From an optimization exercise on the open Yosys and OpenROAD flow, aimed at small area, a short achievable clock period and few clock cycles; shortcuts taken in it are not production practice. Function was checked by simulation only, so behaviour that the tests miss may differ from the original.

Design bh83_b83codec, start of the top module:
module bh83_b83codec (
    input  wire        clk,
    input  wire        rst_n,       
    input  wire        start,
    input  wire        op,          
    input  wire [3:0]  len,         
    input  wire [63:0] value,       
    input  wire [79:0] chars_in,    
    output wire        ready,
    output reg         done,
    output reg  [3:0]  err_code,    
    output wire [15:0] err_info,
    output wire [63:0] res,         
    output wire [79:0] chars_out    
);
export LEC_CHECK = 0
export ABC_AREA = 1
export CAP_MARGIN = 20
export CORE_MARGIN = 2
export CORE_UTILIZATION = 55
export SLEW_MARGIN = 20
create_clock -name core_clock -period 80.0 [get_ports {clk}]
standard.sh (not shown) runs the stock make flow with config.mk's settings and CLKGATE_MAP_FILE= SYNTH_SCRIPT=/design/flow/synth_recipe.tcl, a recipe that flattens the netlist after the stock synthesis.
==> flow/flow/run.sh <==
#!/bin/bash
set -euo pipefail
export BUFFER_PORTS_ARGS="-buffer_cell sky130_fd_sc_hd__buf_1"
export SETUP_SLACK_MARGIN=62
bash standard.sh > standard_flow.log 2>&1
Testbench counts at the start, summed over its fixed seeds: cycles 8,235.
Edit:
--- a/flow/design.v
+++ b/flow/design.v
@@ -466,56 +466,59 @@
     reg        in_v;      
     reg        in_op;
     reg [3:0]  in_len;
     reg [79:0] dat;       
     reg        first;     
     reg        last_r;    
-    reg [3:0]  wsel;      
+    reg [4:0]  wsel;      
     reg [3:0]  cnt;       
     reg [6:0]  rem;       
     reg        ph;        
     reg        perr;      
     reg [3:0]  ecode;
     reg [79:0] r;         
     reg        ready_r;   
     wire rdy = ~in_v | last_r;
     assign ready     = ready_r;
     assign res       = r[63:0];
     assign chars_out = r;
     assign err_info  = r[15:0];
-    wire [15:0] win = ({16{wsel[0]}} & dat[15:0])  |
-                      ({16{wsel[1]}} & dat[31:16]) |
-                      ({16{wsel[2]}} & dat[47:32]) |
-                      ({16{wsel[3]}} & dat[63:48]);
-    reg  [15:0] qw;
+    wire [12:0] win = ({13{wsel[0]}} & dat[12:0])  |
+                      ({13{wsel[1]}} & dat[25:13]) |
+                      ({13{wsel[2]}} & dat[38:26]) |
+                      ({13{wsel[3]}} & dat[51:39]) |
+                      ({13{wsel[4]}} & {1'b0, dat[63:52]});
+    reg  [12:0] qw;
     reg  [6:0]  rq;
     reg  [6:0]  rq1;      
     reg  [7:0]  st;
     integer     i;
     always @(*) begin
         rq  = rem;
         rq1 = rem;
-        for (i = 15; i >= 0; i = i - 1) begin
+        for (i = 12; i >= 0; i = i - 1) begin
             if (i == 0) rq1 = rq;
             st    = dstep({rq, win[i]});
             qw[i] = st[7];
             rq    = st[6:0];
         end
     end
-    wire nz1 = |dat[31:16];
-    wire nz2 = |dat[47:32];
-    wire nz3 = |dat[63:48];
-    wire [3:0] wtop = nz3 ? 4'b1000 : nz2 ? 4'b0100 :
-                      nz1 ? 4'b0010 : 4'b0001;
-    wire too_wide = (wsel[1] & (nz2 | nz3)) | (wsel[2] & nz3);
+    wire nz1 = |dat[25:13];
+    wire nz2 = |dat[38:26];
+    wire nz3 = |dat[51:39];
+    wire nz4 = |dat[63:52];
+    wire [4:0] wtop = nz4 ? 5'b10000 : nz3 ? 5'b01000 : nz2 ? 5'b00100 :
+                      nz1 ? 5'b00010 : 5'b00001;
+    wire too_wide = (wsel[1] & (nz2 | nz3 | nz4)) | (wsel[2] & (nz3 | nz4)) |
+                    (wsel[3] & nz4);
     wire [7:0] ch_r   = alpha_step({rq1, win[0]});
     wire [6:0] msd    = (in_len == 4'd1) ? dat[6:0] : qw[6:0];
     wire [7:0] ch_msd = alpha(msd);
     wire       msd_bad = (msd >= 7'd83) |
-                         ((in_len == 4'd1) ? (|dat[15:7]) : (|qw[15:7])) |
-                         nz1 | nz2 | nz3;
+                         ((in_len == 4'd1) ? (|dat[12:7]) : (|qw[12:7])) |
+                         nz1 | nz2 | nz3 | nz4;
     wire [7:0] ga = digit_of_r(dat[7:0]);
     wire [7:0] cb = first ? ((in_len == 4'd1) ? dat[7:0] : dat[15:8]) :
                     (cnt == 4'd2) ? dat[23:16] :
                     (cnt == 4'd3) ? dat[31:24] :
                     (cnt == 4'd4) ? dat[39:32] :
                     (cnt == 4'd5) ? dat[47:40] :
@@ -534,13 +537,13 @@
     wire dbad = first ? (fb0 | fb1) : gb[7];
     wire [15:0] dbad_info = !first ? {4'd0, cnt, cb} :
                             fb0    ? {8'd0, dat[7:0]} : {8'd1, dat[15:8]};
     wire illegal = in_len > 4'd10;
     wire enc_bad = (in_len == 4'd0) ? (|dat[63:0]) : msd_bad;
     wire divdone = wsel[0];    
-    reg [3:0]  wsel_n;
+    reg [4:0]  wsel_n;
     reg        ph_n;
     reg [3:0]  cnt_n;
     reg [6:0]  rem_n;
     reg        perr_n;
     reg [3:0]  ecode_n;
     reg        last_n;
@@ -578,13 +581,13 @@
             if (divdone) begin
                 cnt_n  = cnt - 4'd1;
                 rem_n  = 7'd0;
                 wsel_n = wtop;
             end else begin
                 rem_n  = rq;
-                wsel_n = {1'b0, wsel[3:1]};
+                wsel_n = {1'b0, wsel[4:1]};
             end
             last_n = (cnt_n == 4'd1) & wsel_n[0];
             if (first & too_wide) begin
                 perr_n  = 1'b1;
                 ecode_n = E_INV_LEN;
                 err_wr  = 1'b1;
@@ -648,24 +651,26 @@
         if (rdy) begin
             in_op  <= op;
             in_len <= len;
             dat    <= op ? chars_in : {16'd0, value};
             first  <= 1'b1;
             last_r <= (len <= 4'd2) | (len > 4'd10);
-            wsel   <= (len <= 4'd2) ? 4'b0001 : (len <= 4'd5) ? 4'b0010 :
-                      (len <= 4'd7) ? 4'b0100 : 4'b1000;
+            wsel   <= (len <= 4'd2) ? 5'b00001 : (len <= 4'd4) ? 5'b00010 :
+                      (len <= 4'd6) ? 5'b00100 : (len == 4'd7) ? 5'b01000 :
+                      5'b10000;
             cnt    <= len - 4'd1;
             rem    <= 7'd0;
             ph     <= 1'b0;
             perr   <= 1'b0;
         end else if (in_v) begin
             if (!in_op) begin
-                if (wsel[0]) dat[15:0]  <= qw;
-                if (wsel[1]) dat[31:16] <= qw;
-                if (wsel[2]) dat[47:32] <= qw;
-                if (wsel[3]) dat[63:48] <= qw;
+                if (wsel[0]) dat[12:0]  <= qw;
+                if (wsel[1]) dat[25:13] <= qw;
+                if (wsel[2]) dat[38:26] <= qw;
+                if (wsel[3]) dat[51:39] <= qw;
+                if (wsel[4]) dat[63:52] <= qw[11:0];
             end
             first  <= 1'b0;
             last_r <= last_n;
             wsel   <= wsel_n;
             ph     <= ph_n;
             cnt    <= cnt_n;
Effect:
- The changed run completed with no timing, DRC or antenna violations
- worst setup slack is better by 0.67 ns
- non-clock buffer count shrinks by 131
- final cell count shrinks by a few percent
- cell area shrinks by a little under a tenth
- via count shrinks by a little under a tenth
- routed wire length shrinks by roughly a tenth
- synthesized area shrinks slightly
- synthesized cell count shrinks slightly
- global-route usage shrinks by 2.8 points
- first-iteration DRC count shrinks by about a fifth
Testbench counts after the change, summed over its fixed seeds: cycles 8,677.

[what the ideal ports hide]
No port has a modelled driver above. Below, the same layouts with a new extraction and two added sets of constraints. Step 1, drivers: a clkbuf_16 drives clk and a buf_2 each remaining input, both assumed. Step 2 times the ports against the registers' clock, not the clock port: input delays grow and output delays shrink by t, the midpoint of the rising clock arrivals with the driver on. Slacks: ideal / step 1 / step 2; pairs: ideal / step 1.
run | t (ns) | setup WS [ns] | slew at the worst register clock pin (ns)
the first run | 0.526 | 62.029 / 62.029 / 61.912 | 0.09 / 0.09
the second run | 0.503 | 62.700 / 62.730 / 62.227 | 0.09 / 0.09
After both steps every run listed still meets setup and hold. For the second run, which loses most, drivers alone change the setup slack by +0.030 ns; drivers and shift together by -0.473 ns.
